Context: an optimization exercise on an open-source flow, tuned for small area, a short achievable clock period and few clock cycles. The choices shown serve that exercise and are no tape-out recipe. Only simulation tests tie the RTL to the original design; equivalence was not proved.

--- config.mk ---
export PLATFORM = sky130hd
export DESIGN_NAME = rs_dec16
export DESIGN_NICKNAME = rs_dec16
export VERILOG_FILES = /design/flow/design.v
export SDC_FILE = /design/flow/constraint.sdc
export NUM_CORES = 4
export LEC_CHECK = 0
export CAP_MARGIN = 20
export CORE_MARGIN = 2
export CORE_UTILIZATION = 40
export CTS_CLUSTER_DIAMETER = 65
export CTS_CLUSTER_SIZE = 28
export SLEW_MARGIN = 20
--- constraint.sdc ---
create_clock -name core_clock -period 15.0 [get_ports {clk}]
set_input_delay 3.0000 -clock core_clock [delete_from_list [all_inputs] [get_ports {clk}]]
set_output_delay 3.0000 -clock core_clock [all_outputs]
set_load 0.01 [all_outputs]
--- design.v ---
module rs_dec16 (
    input  wire       clk,
    input  wire       rst,
    input  wire       in_valid,
    input  wire [7:0] in_data,
    input  wire       in_last,
    output wire       in_ready,
    output reg        corr_valid,
    output reg  [7:0] corr_pos,
    output reg  [7:0] corr_val,
    output reg        done,
    output reg  [3:0] done_nerr,
    output reg        done_fail
);
    function [7:0] gf_mulc;
        input [7:0] a;
        input [7:0] b;
        integer k;
        reg [7:0] p, aa;
        begin
            p  = 8'h00;
            aa = a;
            for (k = 0; k < 8; k = k + 1) begin
                if (b[k]) p = p ^ aa;
                aa = {aa[6:0], 1'b0} ^ (aa[7] ? 8'h1d : 8'h00);
            end
            gf_mulc = p;
        end
    endfunction
    function [6:0] clm4;
        input [3:0] a;
        input [3:0] b;
        integer k;
        reg [6:0] p;
        begin
            p = 7'h00;
            for (k = 0; k < 4; k = k + 1)
                if (b[k]) p = p ^ ({3'b000, a} << k);
            clm4 = p;
        end
    endfunction
    function [7:0] gf_mul;
        input [7:0] a;
        input [7:0] b;
        integer k;
        reg [6:0] hh, ll, mm;
        reg [14:0] p;
        begin
            hh = clm4(a[7:4], b[7:4]);
            ll = clm4(a[3:0], b[3:0]);
            mm = clm4(a[7:4] ^ a[3:0], b[7:4] ^ b[3:0]) ^ hh ^ ll;
            p  = {hh, 8'h00} ^ {4'h0, mm, 4'h0} ^ {8'h00, ll};
            for (k = 14; k >= 8; k = k - 1)
                if (p[k]) p = p ^ (15'h011d << (k - 8));
            gf_mul = p[7:0];
        end
    endfunction
    function [3:0] m16;
        input [3:0] a;
        input [3:0] b;
        integer k;
        reg [3:0] p, aa;
        begin
            p  = 4'h0;
            aa = a;
            for (k = 0; k < 4; k = k + 1) begin
                if (b[k]) p = p ^ aa;
                aa = {aa[2:0], 1'b0} ^ (aa[3] ? 4'h3 : 4'h0);
            end
            m16 = p;
        end
    endfunction
    function [7:0] cm;
        input [7:0] a;
        input [7:0] b;
        reg [3:0] hh, ll, mm;
        begin
            hh = m16(a[7:4], b[7:4]);
            ll = m16(a[3:0], b[3:0]);
            mm = m16(a[7:4] ^ a[3:0], b[7:4] ^ b[3:0]);
            cm = {mm ^ ll, ll ^ m16(hh, 4'h8)};
        end
    endfunction
    function [3:0] inv16;
        input [3:0] a;
        case (a)
            4'd0: inv16 = 4'h0;  4'd1: inv16 = 4'h1;  4'd2: inv16 = 4'h9;  4'd3: inv16 = 4'he;
            4'd4: inv16 = 4'hd;  4'd5: inv16 = 4'hb;  4'd6: inv16 = 4'h7;  4'd7: inv16 = 4'h6;
            4'd8: inv16 = 4'hf;  4'd9: inv16 = 4'h2;  4'd10: inv16 = 4'hc; 4'd11: inv16 = 4'h5;
            4'd12: inv16 = 4'ha; 4'd13: inv16 = 4'h4; 4'd14: inv16 = 4'h3; default: inv16 = 4'h8;
        endcase
    endfunction
    function [11:0] cinv_a;
        input [7:0] a;
        reg [3:0] h, l;
        begin
            h = a[7:4];
            l = a[3:0];
            cinv_a = {h, h ^ l, m16(m16(h, h), 4'h8) ^ m16(h, l) ^ m16(l, l)};
        end
    endfunction
    function [7:0] cinv_b;
        input [11:0] x;
        reg [3:0] di;
        begin
            di = inv16(x[3:0]);
            cinv_b = {m16(x[11:8], di), m16(x[7:4], di)};
        end
    endfunction
    function [7:0] to_c;
        input [7:0] a;
        begin
            to_c = (a[0] ? 8'h01 : 8'h00) ^ (a[1] ? 8'h21 : 8'h00) ^
                   (a[2] ? 8'h47 : 8'h00) ^ (a[3] ? 8'h2b : 8'h00) ^
                   (a[4] ? 8'h3d : 8'h00) ^ (a[5] ? 8'hc8 : 8'h00) ^
                   (a[6] ? 8'h4f : 8'h00) ^ (a[7] ? 8'h13 : 8'h00);
        end
    endfunction
    function [7:0] from_c;
        input [7:0] a;
        begin
            from_c = (a[0] ? 8'h01 : 8'h00) ^ (a[1] ? 8'h4e : 8'h00) ^
                     (a[2] ? 8'h99 : 8'h00) ^ (a[3] ? 8'h44 : 8'h00) ^
                     (a[4] ? 8'hcf : 8'h00) ^ (a[5] ? 8'h03 : 8'h00) ^
                     (a[6] ? 8'hd2 : 8'h00) ^ (a[7] ? 8'hb6 : 8'h00);
        end
    endfunction
    function [7:0] apos;
        input integer i;
        case (i)
            1: apos = 8'h02;  2: apos = 8'h04;  3: apos = 8'h08;  4: apos = 8'h10;
            5: apos = 8'h20;  6: apos = 8'h40;  7: apos = 8'h80;  8: apos = 8'h1d;
            9: apos = 8'h3a; 10: apos = 8'h74; 11: apos = 8'he8; 12: apos = 8'hcd;
           13: apos = 8'h87; 14: apos = 8'h13; 15: apos = 8'h26; 16: apos = 8'h4c;
           default: apos = 8'h01;
        endcase
    endfunction
    function [7:0] aneg;
        input integer i;
        case (i)
            1: aneg = 8'h8e; 2: aneg = 8'h47; 3: aneg = 8'had; 4: aneg = 8'hd8;
            5: aneg = 8'h6c; 6: aneg = 8'h36; 7: aneg = 8'h1b; 8: aneg = 8'h83;
            default: aneg = 8'h01;
        endcase
    endfunction
    integer k;
    reg          in_rdy;
    reg          iv, il;
    reg  [7:0]   id;
    reg  [7:0]   cnt;                  
    reg  [127:0] syn;                  
    assign in_ready = in_rdy;
    reg  [127:0] syn_nx;
    always @* begin
        for (k = 0; k < 16; k = k + 1)
            syn_nx[8*k +: 8] = (cnt == 8'd0 ? 8'h00 : gf_mulc(syn[8*k +: 8], apos(k + 1))) ^ id;
    end
    localparam I_IDLE = 0, I_SETUP = 1, I_LOOP = 2, I_DRAIN = 3, I_OMEGA = 4,
               I_OMDR = 5, I_WAIT = 6;
    localparam [6:0] B_IDLE  = 7'b0000001, B_SETUP = 7'b0000010, B_LOOP = 7'b0000100,
                     B_DRAIN = 7'b0001000, B_OMEGA = 7'b0010000, B_OMDR = 7'b0100000,
                     B_WAIT  = 7'b1000000;
    reg  [6:0]   bst;
    reg  [127:0] sb;                   
    reg  [63:0]  lam;                  
    reg  [63:0]  bb;                   
    reg          b0;                   
    reg  [7:0]   dlc;                  
    reg  [7:0]   ginv;                 
    reg          gok;                  
    reg  [11:0]  ba;                   
    reg          baok;                 
    reg  [7:0]   acc;                  
    reg  [7:0]   cc;                   
    reg          lcr;                  
    reg  [3:0]   br;                   
    reg  [3:0]   bl;                   
    reg  [3:0]   blc;                  
    reg          ble;                  
    reg          bov;                  
    reg          sbz;                  
    reg  [3:0]   bw;                   
    reg  [3:0]   bj;                   
    reg  [3:0]   oi;                   
    reg  [3:0]   sidx;                 
    reg  [7:0]   rp, rq;               
    reg  [7:0]   bnpos;                
    reg          bfail, bzero;
    reg          mv, mclr, mwr;
    reg  [7:0]   mop, ms;
    reg          cbusy;
    reg  [63:0]  cl;                   
    reg  [63:0]  co;                   
    reg  [7:0]   cpos;
    reg  [3:0]   cL, cr;
    reg          cb;
    reg          p1v, p1imm, p1fail, p1root, p1last;
    reg  [11:0]  p1lo;                 
    reg  [7:0]   p1os;
    reg          p2corr, p2done, p2fail;
    reg  [3:0]   p2nerr;
    reg  [7:0]   p2inv, p2os;
    wire       f_inv  = p1v && !p1imm && p1root;
    wire [7:0] inv_o  = cinv_b(f_inv ? p1lo : ba);
    wire [3:0] r2   = cr + {3'd0, p1root};
    wire       bad2 = cb || (p1root && p1lo[11:4] == 8'h00);
    wire       fin  = p1v && (p1imm || p1last || bad2 || (p1root && r2 == cL));
    wire bm_idle = bst[I_IDLE];
    wire ch_idle = !cbusy && !p1v;
    wire ch_take = bst[I_WAIT] && ch_idle;
    wire take = in_valid && in_rdy;
    wire proc = iv && (!il || bm_idle);
    wire hand = iv && il && bm_idle;
    wire v_nx = take || (iv && !proc);
    wire l_nx = take ? in_last : il;
    wire bm_idle_nx = (bm_idle && !hand) || ch_take;
    always @(posedge clk) begin
        in_rdy <= !(v_nx && l_nx) || bm_idle_nx;
        iv     <= v_nx;
        if (take) begin
            id <= in_data;
            il <= in_last;
        end
        if (proc) begin
            syn <= syn_nx;
            cnt <= il ? 8'd0 : cnt + 8'd1;
        end
        if (rst) begin
            in_rdy <= 1'b1;
            iv     <= 1'b0;
            cnt    <= 8'd0;
        end
    end
    wire [127:0] lam16  = {56'h0, lam, 8'h01};
    wire [127:0] bb16   = {56'h0, bb, 7'd0, b0};
    wire [7:0]   rd_lam = lam16[8*bj +: 8];
    wire [7:0]   rd_bb  = bb16[8*bj +: 8];
    wire [7:0]   s_m    = sb[8*sidx +: 8];
    wire [7:0] m1      = gf_mul(cc, rq);
    wire [7:0] lam_new = rp ^ m1;
    wire [7:0] acc_nx = (mclr ? 8'h00 : acc) ^ gf_mul(mop, ms);
    wire       dnz    = (acc != 8'h00);
    wire       lchg   = dnz && ble;
    wire [3:0] bl_nx  = lchg ? blc : bl;
    always @(posedge clk) begin
        sbz  <= (sb == 128'h0);
        ba   <= cinv_a(dlc);
        baok <= 1'b1;
        if (!f_inv && baok) begin
            ginv <= inv_o;
            gok  <= 1'b1;
        end
        begin
            mv  <= 1'b0;
            mwr <= 1'b0;
            if (mv) begin
                acc <= acc_nx;
                if (mwr)
                    bb <= {bb[55:0], acc_nx};    
            end
            case (1'b1)
            bst[I_IDLE]: begin
                if (hand) begin
                    sb    <= syn_nx;
                    acc   <= syn_nx[7:0];
                    lam   <= 64'h0;
                    bb    <= 64'h0;
                    b0    <= 1'b1;
                    dlc   <= 8'h01;
                    ginv  <= 8'h01;
                    gok   <= 1'b1;
                    baok  <= 1'b0;
                    bl    <= 4'd0;
                    br    <= 4'd0;
                    blc   <= 4'd1;
                    ble   <= 1'b1;
                    bov   <= 1'b0;
                    sidx  <= 4'd1;
                    bnpos <= cnt;
                    bst   <= B_SETUP;
                    cc    <= syn_nx[7:0];
                    rq    <= 8'h01;
                end
            end
            bst[I_SETUP]: begin
                bfail <= 1'b0;
                bzero <= 1'b0;
                if (br == 4'd1 && sbz) begin
                    bzero <= 1'b1;
                    bst   <= B_WAIT;
                end else if (lchg && bov) begin
                    bfail <= 1'b1;
                    bst   <= B_WAIT;
                end else begin
                    cc  <= m1;
                    lcr <= lchg;
                    if (lchg) begin
                        lam <= {bb[55:0], 7'd0, b0};
                        bb  <= lam;
                        b0  <= 1'b1;
                        dlc  <= to_c(acc);
                        gok  <= 1'b0;
                        baok <= 1'b0;
                    end else begin
                        bb  <= {bb[55:0], 7'd0, b0};
                        b0  <= 1'b0;
                    end
                    rp  <= lam[7:0];
                    rq  <= {7'd0, b0};
                    bw  <= 4'd1;
                    bj  <= 4'd2;
                    acc <= s_m;
                    bl  <= bl_nx;
                    br  <= br + 4'd1;
                    if (lchg) begin
                        blc <= bl + 4'd1;
                        ble <= (blc <= bl);
                        bov <= (bl >= 4'd8);
                    end else begin
                        blc <= blc + 4'd1;
                        ble <= (bl <= blc);
                        bov <= (blc >= 4'd8);
                    end
                    if (!lchg && bl == 4'd0) begin
                        sidx <= br + 4'd2;
                        if (br == 4'd15) begin
                            bzero <= 1'b1;
                            bst   <= B_WAIT;
                        end else begin
                            cc    <= s_m;
                            rq    <= from_c(ginv);
                        end
                    end else begin
                        sidx <= br;
                        bst  <= B_LOOP;
                    end
                end
            end
            bst[I_LOOP]: begin
                for (k = 1; k < 9; k = k + 1)
                    if (bw == k) lam[8*(k-1) +: 8] <= lam_new;
                mop  <= lam_new;
                ms   <= s_m;
                mclr <= 1'b0;
                mv   <= (br != 4'd0);
                rp   <= lcr ? rd_bb : rd_lam;
                rq   <= lcr ? rd_lam : rd_bb;
                bw   <= bw + 4'd1;
                bj   <= bj + 4'd1;
                sidx <= sidx - 4'd1;
                if (bw == bl) begin
                    if (br == 4'd0) begin
                        bb   <= 64'h0;
                        oi   <= bl - 4'd1;
                        bj   <= 4'd0;
                        sidx <= bl - 4'd1;
                        bst  <= B_OMEGA;
                    end else begin
                        bst  <= B_DRAIN;
                    end
                end
            end
            bst[I_DRAIN]: begin
                if (gok) begin
                    sidx <= br + 4'd1;
                    cc   <= mv ? acc_nx : acc;
                    rq   <= from_c(ginv);
                    bst  <= B_SETUP;
                end
            end
            bst[I_OMEGA]: begin
                mop  <= rd_lam;
                ms   <= s_m;
                mclr <= (bj == 4'd0);
                mwr  <= (bj == oi);
                mv   <= 1'b1;
                if (bj == oi) begin
                    bj   <= 4'd0;
                    oi   <= oi - 4'd1;
                    sidx <= oi - 4'd1;
                    if (oi == 4'd0) bst <= B_OMDR;
                end else begin
                    bj   <= bj + 4'd1;
                    sidx <= sidx - 4'd1;
                end
            end
            bst[I_OMDR]: begin
                bst <= B_WAIT;
            end
            bst[I_WAIT]: begin
                if (ch_take) bst <= B_IDLE;
            end
            default: bst <= B_IDLE;
            endcase
        end
        if (rst) begin
            bst   <= B_IDLE;
            mv  <= 1'b0;
            mwr <= 1'b0;
        end
    end
    reg [7:0] lam_sum, lam_odd, om_sum;
    always @* begin
        lam_sum = 8'h01;
        lam_odd = 8'h00;
        om_sum  = 8'h00;
        for (k = 0; k < 8; k = k + 1) begin
            lam_sum = lam_sum ^ cl[8*k +: 8];
            if (k % 2 == 0) lam_odd = lam_odd ^ cl[8*k +: 8];
            om_sum = om_sum ^ co[8*k +: 8];
        end
    end
    always @(posedge clk) begin
        if (ch_take) begin
            cl <= lam;
            co <= bb;
        end else begin
            for (k = 0; k < 8; k = k + 1) begin
                cl[8*k +: 8] <= gf_mulc(cl[8*k +: 8], aneg(k + 1));
                co[8*k +: 8] <= gf_mulc(co[8*k +: 8], aneg(k + 1));
            end
        end
    end
    always @(posedge clk) begin
        begin
            if (ch_take) begin
                cpos   <= bnpos;
                cL     <= bl;
                cr     <= 4'd0;
                cb     <= 1'b0;
                cbusy  <= !(bfail || bzero);
                p1v    <= bfail || bzero;
                p1imm  <= 1'b1;
                p1fail <= bfail;
            end else begin
                p1v   <= cbusy && !fin;
                p1imm <= 1'b0;
                cpos <= cpos - 8'd1;
                if (cbusy && (fin || cpos == 8'd0)) cbusy <= 1'b0;
                if (p1v && !p1imm) begin
                    cr <= fin ? 4'd0 : r2;
                    cb <= fin ? 1'b0 : bad2;
                end
            end
            p1root <= (lam_sum == 8'h00);
            p1last <= (cpos == 8'd0);
            p1lo   <= cinv_a(to_c(lam_odd));
            p1os   <= to_c(om_sum);
            p2corr <= p1v && !p1imm && p1root;
            p2done <= fin;
            p2fail <= p1imm ? p1fail : (bad2 || r2 != cL);
            p2nerr <= p1imm ? 4'd0 : cL;
            p2inv  <= inv_o;
            p2os   <= p1os;
        end
        if (rst) begin
            cbusy  <= 1'b0;
            p1v    <= 1'b0;
            p2corr <= 1'b0;
            p2done <= 1'b0;
        end
    end
    always @(posedge clk) begin
        corr_valid <= p2corr;
        done       <= p2done;
        if (rst) begin
            corr_valid <= 1'b0;
            done       <= 1'b0;
        end
        corr_pos  <= cpos + 8'd2;
        corr_val  <= from_c(cm(p2os, p2inv));
        done_nerr <= p2nerr;
        done_fail <= p2fail;
    end
endmodule
--- flow/run.sh ---
#!/bin/bash
# The standard layout (standard.sh), with one change: the port buffers
# that global placement inserts are buf_2 cells instead of the default pick,
# a slow delay cell (clkdlybuf4s50_1) that ends every output path.
# Each step's full output goes to a log file in this folder.
set -euo pipefail
export BUFFER_PORTS_ARGS="-buffer_cell sky130_fd_sc_hd__buf_2"
bash standard.sh synth > synth.log 2>&1
bash standard.sh finish > layout.log 2>&1
--- standard.sh ---
#!/bin/bash
# synth_recipe.tcl (not shown) runs the flow's synth.tcl, then flattens the netlist and writes it again
# the make line also repeats each setting of config.mk as NAME=value (left out here)
make -C /OpenROAD-flow-scripts/flow DESIGN_CONFIG=/design/flow/config.mk WORK_HOME=/design/flow/orfs CLKGATE_MAP_FILE= SYNTH_SCRIPT=/design/flow/synth_recipe.tcl "${@:-finish}"
==> results.txt, run 1 <==
* Outcome: complete, no violations
* Final Wtd Congestion at 0.900
* Max-Cap Viols at 0
* Num rows at 116
* Critical path type: flip-flop to primary output
* Most common cell in the netlist: xnor2_1
* Critical path's top delay family: flip-flops
* Hold path cells at 0
* Min Tclk post-route at 4.21 ns
* Post-synth EDFFs at 424
* Final period utilization at 28.0%
* Worst Path Max Fanout at 2
* Critical Path RT at 12.00 ns
* # nets final at 3694
* Hold WC Path Type: flip-flop to flip-flop
* FF-to-FF End: dlc[5]
* Syn. warnings at 1
* Post-CTS Hold Buffers at 0
* Relative slew slack at 26.6%
* Initial antenna violation count at 1
* Number of global-route vias before repair at 25800
* Vias post-DR at 26700
* First-pass GRT wire length at 163 mm
* WL final at 107 mm
* Distinct cells, synth at 80
* Post-synth ARST share at 0%
* Mapped Cells at 3716
* Port Buffer Count at 35
* Initial core utilization at 40.1%
* Fin. Hold Viols at 0
* Die extent in x at 320 um
* Top_reg_cell synth: edfxtp_1
* Postcts setup bufs at 0
* DRT antenna net count at 0
* Largest net degree at the start of global routing at 105
* Final setup viols at 0
* Critical path's slowest cell: dfxtp_1
* RR Startpoint: bst[0]
* R2R Setup Slk at 11.20 ns
* Slew Viols, Final at 0
* Resized cells post-CTS at 0
* DPL Wire Length at 76.1 mm
* Clk latency of the worst-skew pair at 0.72 ns
* WHS Endpoint: p2os[3]
* Vias per cell at 5.36
* Largest stage delay, worst path at 0.38 ns
* RSZ-0062 raised after global routing: no
* Global-route total usage across every layer at 20.7%
* CP cell instances: buf_2
* CTS sink count at 751
* Remaining Overflow, GRT at 0
* Syn_nets at 3771
* Synth area leader: edfxtp_1
* Top cell type's share of synthesized area at 31.8%
* Hold Path Origin: p1os[3]
* DRC Markers at 0
* Crit end category: primary output
* CTS H-tree depth at 2
* Top Ports at 36
* Seq/Total Area, Yosys at 48.2%
* Synth-to-Final Area Change at 8.41%
* DRT Pass-1 Iters at 13
* Ant diodes at 0
* Reg2reg path depth at 8
* DRT iter0 DRCs at 3332
* Crit path arrival time at 1.21 ns
* Placeable Area at 0.0997 mm^2
* # fillers at 9320
* Crit path buffers/inverters at 1
* Peak Freq at 0.238 GHz
* Clock root cell: clkbuf_16
* TritonCTS clock tree: done
* Longest Clk Path Bufs at 3
* Layout cells sized above 1 at 7.70%
* Clk slew on worst S/H paths at 0.09 ns
* Tightest Pin Transition at 1.10 ns
* Clk_skew at 0.0632 ns
* CTS buffer count at 57
* Seq cells post-synth at 751
* Most frequent cells after synthesis: xnor2_1 (702), nand2_1 (487), edfxtp_1 (424), dfxtp_1 (327), nor2_1 (276)
* Mean post-synth cell area at 10.8 um^2
* Die H at 320 um
* Wire per inst at 21.5 um
* Die Area at 0.103 mm^2
* Top post-synthesis cells by area: edfxtp_1 (32%), dfxtp_1 (16%), xnor2_1 (15%)
* Setup TNS at 0 ns
* Post-Syn Area at 0.0400 mm^2
* Startpoint type of the worst setup path: flip-flop
[kinds of logic after synthesis]
logic type	count (synthesis)	share of synthesized area [%]
xor+xnor	1007	23.5
simple gates	956	10.2
flops	751	48.2
compound gates	504	8.24
buf+inv	314	3.11
mux	141	5.44
fa+ha+maj	43	1.34
[placed cells by master, fill, tap and decap left out, types with 58 or more instances in the layout]
cell type	n
xnor2_1	702
o21ai_0	136
edfxtp_1	424
a21o_1	64
inv_1	107
a21oi_1	136
xor2_1	261
nand2_1	485
dfxtp_1	326
nor2_1	276
clkbuf_16	59
a222oi_1	58
mux4_2	58
mux2i_1	66
[layer usage]
layer | track usage (%) | part of all wire [%] | vias to the layer above
li1 | - | - | 12600
met1 | 30.3 | 45 | 13000
met2 | 31.6 | 44 | 1025
met3 | 3.61 | 8.8 | 144
met4 | 5.28 | 2.2 | 0
met5 | 0 | 0 | -
[state kept, by name, indices dropped and copies added (netlist names), 12 cells and up]
signal	count
sb	128
syn	128
bb	64
cl	64
co	64
lam	64
ba	12
p1lo	12
[worst max path at each step]
stage | startpoint | endpoint | slack [ns] | cells past startpoint
2_1_floorplan | iv | bl[0] | 9.82 | 5
3_3_place_gp | in_valid | in_rdy | 10.99 | 5
3_5_place_dp | in_valid | in_rdy | 10.95 | 5
4_1_cts | in_rdy | in_ready | 10.74 | 1
5_1_grt | in_rdy | in_ready | 10.75 | 1
6_report | in_rdy | in_ready | 10.79 | 1
[cell type report]
| class | count | area (um^2) | share of cell area, % |
|---|---|---|---|
| inverters | 112 | 430 | 0.992 |
| clock inverters | 46 | 616 | 1.42 |
| multi-input cells | 2651 | 19600 | 45.1 |
| well taps | 1298 | 1620 | 3.74 |
| flip-flops and latches | 751 | 19300 | 44.4 |
| clock buffers | 62 | 1490 | 3.43 |
| repair buffers | 66 | 408 | 0.940 |
[through the flow]
| step | instances | cell area [um^2] | hold WS, ns | utilization (%) | setup slack [ns] |
|---|---|---|---|---|---|
| 2_1_floorplan | 3716 | 40000 | 0.310 | - | 9.82 |
| 3_5_place_dp | 4878 | 41300 | 0.315 | 41.4 | 10.95 |
| 3_3_place_gp | 4878 | 41300 | 0.314 | 41.4 | 10.99 |
| 5_1_grt | 4986 | 43400 | 0.338 | 43.5 | 10.75 |
| 4_1_cts | 4986 | 43400 | 0.333 | 43.5 | 10.74 |
| 6_report | 4986 | 43400 | 0.329 | 43.5 | 10.79 |
Testbench counts, summed over its fixed seeds: cycles 42,328.
==> inputs of run 2 (changes only) <==
--- a/design.v
+++ b/design.v
@@ -209,5 +209,6 @@
     wire ch_idle = !cbusy && !p1v;
     wire ch_take = bst[I_WAIT] && ch_idle;
-    wire take = in_valid && in_rdy;
+    wire rdy  = !(iv && il) || bm_idle;
+    wire take = in_valid && rdy;
     wire proc = iv && (!il || bm_idle);
     wire hand = iv && il && bm_idle;
==> results.txt, run 2 <==
* Outcome: complete, no violations
* Multi-input logic area at 0.0199 mm^2
* First-pass GRT wire length at 167 mm
* CTS H-tree depth at 2
* Most common cell after layout, fill and taps aside: xnor2_1
* CP cell instances: buf_2
* Final Wtd Congestion at 0.915
* Mapped Cells at 3768
* Remaining Overflow, GRT at 0
* TritonCTS clock tree: done
* Top_reg_cell synth: edfxtp_1
* Post-Syn Area at 0.0404 mm^2
* Final period utilization at 27.9%
* Synth area leader: edfxtp_1
* Register Area at 0.0193 mm^2
* Clk slew on worst S/H paths at 0.09 ns
* Critical Path RT at 12.00 ns
* Resized cells post-CTS at 0
* Synth-to-Final Area Change at 8.75%
* Most frequent cells after synthesis: xnor2_1 (698), nand2_1 (497), edfxtp_1 (424), dfxtp_1 (327), nor2_1 (255)
* Global-route total usage across every layer at 21.1%
* CTS buffer count at 58
* Slew Viols, Final at 0
* Longest Clk Path Bufs at 3
* # nets final at 3752
* Top post-synthesis cells by area: edfxtp_1 (31%), dfxtp_1 (16%), xnor2_1 (15%)
* Clk latency of the worst-skew pair at 0.73 ns
* Startpoint type of the worst setup path: flip-flop
* Post-CTS Hold Buffers at 0
* Critical path's slowest cell: dfxtp_1
* Placed cell count at 4935
* Initial antenna violation count at 0
* Peak Freq at 0.239 GHz
* Worst Hold Slack at 0.331 ns
* Placeable Area at 0.100 mm^2
* Syn. warnings at 1
* Crit end category: primary output
* Fin. Hold Viols at 0
* Critical path type: flip-flop to primary output
* Setup WS post-layout at 10.82 ns
* Number of global-route vias before repair at 26300
* Die H at 322 um
* Final setup viols at 0
* Distinct cells, synth at 96
* Hold WC Path Type: flip-flop to flip-flop
* Crit path arrival time at 1.18 ns
* CTS sink count at 751
* Seq/Total Area, Yosys at 47.7%
* Largest net degree at the start of global routing at 94
* Top cell type's share of synthesized area at 31.5%
* Clock root cell: clkbuf_16
* RSZ-0062 raised after global routing: no
* Tightest Pin Transition at 1.13 ns
* Postcts setup bufs at 0
* Die extent in x at 322 um
* # fillers at 9434
* Setup TNS at 0 ns
* Dpl ws at 11.05 ns
* Post-synth EDFFs at 424
* DPL Wire Length at 77.7 mm
* Mean post-synth cell area at 10.7 um^2
* Vias per cell at 5.43
* Top Ports at 36
* Worst Path Max Fanout at 1
* DRC Markers at 0
* Num rows at 116
* Clk_skew at 0.0489 ns
* Layout Cells excl Fill at 5045
* Largest stage delay, worst path at 0.33 ns
* Commonest cells after routing, fill and taps aside: xnor2_1 (698), nand2_1 (495), edfxtp_1 (424)
* Largest regs: sb (128), syn (128)
* DRT Pass-1 Iters at 9
* Initial core utilization at 40.4%
* Vias post-DR at 27400
* Min Tclk post-route at 4.18 ns
* Syn_nets at 3823
* Layout cells sized above 1 at 8.59%
* Max-Cap Viols at 0
* Crit path buffers/inverters at 1
* Post-synth ARST share at 0%
* Ant diodes at 0
* Wire per inst at 21.9 um
* Die Area at 0.104 mm^2
* Most common cell in the netlist: xnor2_1
* Critical path's top delay family: flip-flops
* DRT iter0 DRCs at 3188
* Relative slew slack at 24.2%
* DRT antenna net count at 0
* WL final at 111 mm
* Port Buffer Count at 35
* Seq cells post-synth at 751
==> run 2: cell types whose count changed in the layout (fill, tap and decap cells not counted), moves of 7 or more <==
| cell | change |
|---|---|
| nor3_1 | +13 |
| buf_4 | +9 |
| xor2_1 | -13 |
| nor2_1 | -23 |
| a21oi_1 | +12 |
| inv_1 | +7 |
| nand2_1 | +10 |
==> run 2: worst register-to-register path: stages (launching register included) <==
cell and delay, ns:
dfxtp_1 0.47, and3b_1 0.79, mux2i_4 0.46, inv_1 0.17, ha_1 0.22, o2111ai_1 0.29, nand2_1 0.21, a2111oi_0 0.55
nor4_1 0.13, or3_1 0.36, a21oi_2 0.12
==> run 2: kinds of logic after synthesis <==
logic type,Yosys count,synth area share (%)
xor+xnor,997,23.2
simple gates,974,10.4
flops,751,47.7
compound gates,539,8.81
buf+inv,325,3.24
mux,138,5.32
fa+ha+maj,44,1.36
==> run 2: final timing paths <==
path	startpoint	endpoint	slack, ns	cells past startpoint
max	in_rdy	in_ready	10.82	1
min	p1os[7]	p2os[7]	0.33	0
max reg2reg	p1root	ginv[5]	11.19	10
min reg2reg	p1os[7]	p2os[7]	0.33	0
==> run 2: cell type report <==
| type | count | area share (%) |
|---|---|---|
| multi-input combinational | 2692 | 45.3 |
| clock buffer | 60 | 3.34 |
| inverter | 119 | 1.03 |
| sequential | 751 | 43.9 |
| timing repair buffer | 75 | 1.08 |
| tap | 1298 | 3.69 |
| clock inverter | 50 | 1.73 |
==> run 2: layer usage <==
metal	vias up	global-route usage (%)	share of wire [%]
met5	-	0	0
met4	0	6.50	2.9
met3	173	3.17	7.1
met2	1018	33.1	45
met1	13300	29.9	45
li1	12800	-	-
==> run 2: through the flow <==
step	instance area, um^2	util (%)
after floorplan	40400	-
after global placement	41700	41.7
after detailed placement	41700	41.7
after CTS	44000	43.9
after global routing	44000	43.9
final	44000	43.9
Testbench counts of run 2, summed over its fixed seeds: cycles 42,328.
==> inputs of run 3 (changes only) <==
--- a/config.mk
+++ b/config.mk
@@ -8,5 +8,5 @@
 export CAP_MARGIN = 20
 export CORE_MARGIN = 2
-export CORE_UTILIZATION = 40
+export CORE_UTILIZATION = 62
 export CTS_CLUSTER_DIAMETER = 65
 export CTS_CLUSTER_SIZE = 28
==> results.txt, run 3 <==
* Outcome: complete, no violations
* Placeable Area at 0.0645 mm^2
* Fin. Hold Viols at 0
* Post-Syn Area at 0.0404 mm^2
* Postcts setup bufs at 0
* Final setup viols at 0
* TritonCTS clock tree: done
* Slew Viols, Final at 0
* Die extent in x at 259 um
* # nets final at 3738
* Final period utilization at 28.4%
* Post-synth EDFFs at 424
* Critical Path RT at 12.00 ns
* Synth area leader: edfxtp_1
* Clk slew on worst S/H paths at 0.09 ns
* Worst Path Max Fanout at 1
* Mapped Cells at 3768
* Setup TNS at 0 ns
* First-pass GRT wire length at 171 mm
* Top sig layer: met4
* Multi-input logic area at 0.0199 mm^2
* Mean post-synth cell area at 10.7 um^2
* Met3 routed WL at 10.7 mm
* Top_reg_cell synth: edfxtp_1
* Synth-to-Final Area Change at 6.10%
* Post-synth ARST share at 0%
* Critical path type: flip-flop to primary output
* Tightest Pin Transition at 1.26 ns
* Number of global-route vias before repair at 27200
* Met2 wire length at 51.9 mm
* # fillers at 4930
* Largest stage delay, worst path at 0.46 ns
* Final Wtd Congestion at 0.944
* Vias per cell at 6.21
* Register Area at 0.0193 mm^2
* Clock root cell: clkbuf_16
* Die Area at 0.0673 mm^2
* Distinct cells, synth at 96
* Initial antenna violation count at 0
* Global-route total usage across every layer at 33.7%
* CP cell instances: buf_2
* Syn. warnings at 1
* Wire per inst at 24.9 um
* Crit path arrival time at 1.26 ns
* DRT antenna net count at 0
* Top Ports at 36
* Layout cells sized above 1 at 8.04%
* Most frequent cells after synthesis: xnor2_1 (698), nand2_1 (497), edfxtp_1 (424), dfxtp_1 (327), nor2_1 (255)
* Worst Hold Slack at 0.341 ns
* Num rows at 93
* Commonest cells after routing, fill and taps aside: xnor2_1 (698), nand2_1 (495), edfxtp_1 (424)
* Port Buffer Count at 35
* M1 wire length at 47.1 mm
* Crit end category: primary output
* Remaining Overflow, GRT at 0
* DRT iter0 DRCs at 3799
* Crit path buffers/inverters at 1
* Die H at 259 um
* Min Tclk post-route at 4.26 ns
* DPL Wire Length at 82.6 mm
* Startpoint type of the worst setup path: flip-flop
* DRT Pass-1 Iters at 9
* Seq/Total Area, Yosys at 47.7%
* RSZ-0062 raised after global routing: no
* Longest Clk Path Bufs at 3
* Critical path's slowest cell: dfxtp_1
* CTS H-tree depth at 2
* Most common cell after layout, fill and taps aside: xnor2_1
* Post-CTS Hold Buffers at 0
* Peak Freq at 0.235 GHz
* Hold WC Path Type: flip-flop to flip-flop
* Top cell type's share of synthesized area at 31.5%
* Max-Cap Viols at 0
* CTS sink count at 751
* Relative slew slack at 15.4%
* Vias post-DR at 28400
* Seq cells post-synth at 751
* Top post-synthesis cells by area: edfxtp_1 (31%), dfxtp_1 (16%), xnor2_1 (15%)
* Largest regs: sb (128), syn (128)
* Critical path's top delay family: flip-flops
* Initial core utilization at 62.7%
* Resized cells post-CTS at 0
* DRC Markers at 0
* Clk latency of the worst-skew pair at 0.65 ns
* Largest net degree at the start of global routing at 86
* CTS buffer count at 47
* WL final at 114 mm
* Most common cell in the netlist: xnor2_1
* Syn_nets at 3823
* Clk_skew at 0.0455 ns
-- run 3: cell counts after synthesis --
No cell type changed its count.
-- run 3: final cells by class --
class / instances / share of cell area (%)
Multi-Input combinational cell: 2692 / 46.4
Sequential cell: 751 / 45.0
Clock buffer: 50 / 2.89
Tap cell: 855 / 2.49
Clock inverter: 37 / 1.12
Timing Repair Buffer: 72 / 1.06
Inverter: 119 / 1.05
Antenna cell: 1 / 0.00583
-- run 3: final timing paths --
check	to	slack, ns	start	cells after the start
worst max register to register	ginv[5]	11.13	p1v	10
worst min register to register	p2os[5]	0.34	p1os[5]	0
worst min-delay path	p2os[5]	0.34	p1os[5]	0
worst max-delay path	in_ready	10.74	in_rdy	1
-- run 3: metal layers --
layer,track usage (%),up-vias
met1,47.6,14000
met3,6.32,256
met2,52.8,1393
li1,-,12800
met4,11.0,0
met5,0,-
-- run 3: cell families after synthesis --
| logic type | Yosys count | synth area share (%) |
|---|---|---|
| compound gates | 539 | 8.81 |
| fa+ha+maj | 44 | 1.36 |
| mux | 138 | 5.32 |
| xor+xnor | 997 | 23.2 |
| flops | 751 | 47.7 |
| buf+inv | 325 | 3.24 |
| simple gates | 974 | 10.4 |
-- run 3: stage by stage --
stage	cell area [um^2]	utilization, %	worst slack [ns]	std cells
CTS	42900	66.5	10.75	4576
floorplan	40400	-	9.29	3768
finish	42900	66.5	10.74	4577
global route	42900	66.5	10.75	4576
global placement	41100	63.8	10.93	4489
detailed placement	41200	63.8	10.92	4489
==> inputs of run 4 (changes only) <==
--- a/config.mk
+++ b/config.mk
@@ -8,5 +8,5 @@
 export CAP_MARGIN = 20
 export CORE_MARGIN = 2
-export CORE_UTILIZATION = 62
+export CORE_UTILIZATION = 70
 export CTS_CLUSTER_DIAMETER = 65
 export CTS_CLUSTER_SIZE = 28
==> results.txt, run 4 <==
* Outcome: complete, no violations
* Reg2reg path depth at 10
* Commonest cells after routing, fill and taps aside: xnor2_1 (698), nand2_1 (495), edfxtp_1 (424)
* Slew Viols, Final at 0
* Min Tclk post-route at 4.08 ns
* Post-synth ARST share at 0%
* Initial core utilization at 70.5%
* Largest regs: sb (128), syn (128)
* Most common cell after layout, fill and taps aside: xnor2_1
* Final period utilization at 27.2%
* Fin. Hold Viols at 0
* Most frequent cells after synthesis: xnor2_1 (698), nand2_1 (497), edfxtp_1 (424), dfxtp_1 (327), nor2_1 (255)
* Worst Hold Slack at 0.331 ns
* Critical Path RT at 12.00 ns
* Top_reg_cell synth: edfxtp_1
* Startpoint type of the worst setup path: flip-flop
* Clk_skew at 0.0360 ns
* Worst Setup SP: corr_pos[1]
* DPL Wire Length at 80.6 mm
* # nets final at 3738
* CTS H-tree depth at 2
* Resized cells post-CTS at 0
* CP Depth at 1
* Top cell type's share of synthesized area at 31.5%
* DRT Pass-1 Iters at 13
* RSZ-0062 raised after global routing: no
* Global-route total usage across every layer at 36.8%
* Synth area leader: edfxtp_1
* Seq/Total Area, Yosys at 47.7%
* Post-synth EDFFs at 424
* Top Ports at 36
* Synth-to-Final Area Change at 5.42%
* Number of global-route vias before repair at 27700
* Placeable Area at 0.0574 mm^2
* Relative slew slack at 26.0%
* Syn_nets at 3823
* TritonCTS clock tree: done
* Hold WC Path Type: flip-flop to flip-flop
* Mean post-synth cell area at 10.7 um^2
* CP cell instances: buf_2
* Mapped Cells at 3768
* Clk slew on worst S/H paths at 0.09 ns
* Setup WS post-layout at 10.92 ns
* DRC Markers at 0
* Post-CTS Hold Buffers at 0
* Longest Clk Path Bufs at 3
* Port Buffer Count at 35
* Clk latency of the worst-skew pair at 0.64 ns
* Final Wtd Congestion at 0.969
* Critical path's top delay family: flip-flops
* Critical path's slowest cell: dfxtp_1
* Layout cells sized above 1 at 7.77%
* Layout Cells excl Fill at 4483
* Post-Synth Simple-Gate Area at 10.4%
* R2R Setup Slk at 10.99 ns
* RR Startpoint: p1v
* Post-Syn Area at 0.0404 mm^2
* Clock root cell: clkbuf_16
* Most common cell in the netlist: xnor2_1
* WL final at 110 mm
* Crit path buffers/inverters at 1
* Compound-Gate Fraction of Synth Area at 8.81%
* Wire per inst at 24.6 um
* Syn. warnings at 1
* Dpl ws at 10.86 ns
* Tightest Pin Transition at 1.11 ns
* Setup TNS at 0 ns
* Largest family of logic cells by synthesized area: XOR/XNOR gates
* DRT iter0 DRCs at 4186
* Die H at 244 um
* Xor/xnor cell area share of the yosys netlist at 23.2%
* Crit end category: primary output
* Largest net degree at the start of global routing at 105
* Worst Path Max Fanout at 1
* Critical path type: flip-flop to primary output
* DRT antenna net count at 0
* Initial antenna violation count at 1
* Largest stage delay, worst path at 0.32 ns
* First-pass GRT wire length at 167 mm
* Placed cell count at 4402
* Die extent in x at 244 um
* Ant diodes at 0
* Crit path arrival time at 1.08 ns
* Top post-synthesis cells by area: edfxtp_1 (31%), dfxtp_1 (16%), xnor2_1 (15%)
* FF-to-FF End: ginv[5]
* CTS sink count at 751
* Postcts setup bufs at 0
* Die Area at 0.0597 mm^2
* Distinct cells, synth at 96
* Remaining Overflow, GRT at 0
* Vias per cell at 6.38
* Seq cells post-synth at 751
* End of the critical path: corr_pos[1]
* Max-Cap Viols at 0
* Post-synthesis mux area share at 5.32%
* Peak Freq at 0.245 GHz
* Final setup viols at 0
* Post-layout util at 74.3%
* Fraction of the mapped netlist area in adder cells at 1.36%
* Num rows at 88
* Vias post-DR at 28600
* CTS buffer count at 44
-- run 4: how the worst min path moves through the flow --
stage	end	start	slack [ns]	cells past startpoint
after floorplan	done_fail	p2fail	0.31	0
after global placement	done_nerr[3]	p2nerr[3]	0.31	0
after detailed placement	p2os[5]	p1os[5]	0.32	0
after CTS	done_nerr[3]	p2nerr[3]	0.33	0
after global routing	done_nerr[1]	p2nerr[1]	0.34	0
final	done_nerr[3]	p2nerr[3]	0.33	0
-- run 4: area by class of cell --
type	count	area, um^2
Clock buffer	50	1200
Timing Repair Buffer	75	477
Multi-Input combinational cell	2692	19900
Sequential cell	751	19300
Inverter	119	452
Tap cell	765	957
Clock inverter	31	353
Fill cell	3980	14800
-- run 4: metal layers --
layer  wire, um  up-vias  global-route usage (%)
li1           -    12800                       -
met1      42300    13800                    48.9
met4       5310        2                    15.9
met5         13        -                       0
met2      51700     1643                    59.8
met3      11000      299                    6.75
-- run 4: per-stage QoR --
stage	area (um^2)
after floorplan	40400
after global placement	41000
after detailed placement	41100
after CTS	42600
after global routing	42600
final	42600
-- run 4: cell families after synthesis --
logic type / count (synthesis)
adder cells (fa/ha/maj): 44
buffers and inverters: 325
flip-flops: 751
AO/OA/AOI/OAI: 539
XOR/XNOR: 997
multiplexers: 138
AND/OR/NAND/NOR: 974

[what the ideal ports hide]
The flow's constraints put no driver on any port. The routed layouts listed below were extracted and timed again, unchanged, in two steps. Step 1, drivers: a clkbuf_16 drives clk and a buf_2 each remaining input, both assumed. Step 2 adds t to the input delays and takes it off the output delays; t is the mean of the earliest and latest rising clock arrival at the registers after step 1. Input paths then give back, and output paths get back, about the clock's delay inside the block. Slacks: no drivers / after step 1 / after step 2; pairs: no drivers / after step 1.
run	shift t [ns]	setup slack, ns	hold WS [ns]	worst data-port slew with drivers (ns)	pins driven straight from the clock port
run 1	0.754	10.793 / 10.724 / 10.946	0.329 / 0.329 / 0.329	0.06	1
run 2	0.768	10.822 / 10.750 / 11.024	0.331 / 0.331 / 0.331	0.03	1
run 3	0.692	10.744 / 10.676 / 10.954	0.341 / 0.341 / 0.341	0.03	1
run 4	0.690	10.924 / 10.855 / 10.813	0.331 / 0.331 / 0.331	0.03	1
After both steps setup and hold are still met in every run listed. The setup slack of run 4, which loses most, moves by -0.069 ns with the drivers and by -0.111 ns with both steps.
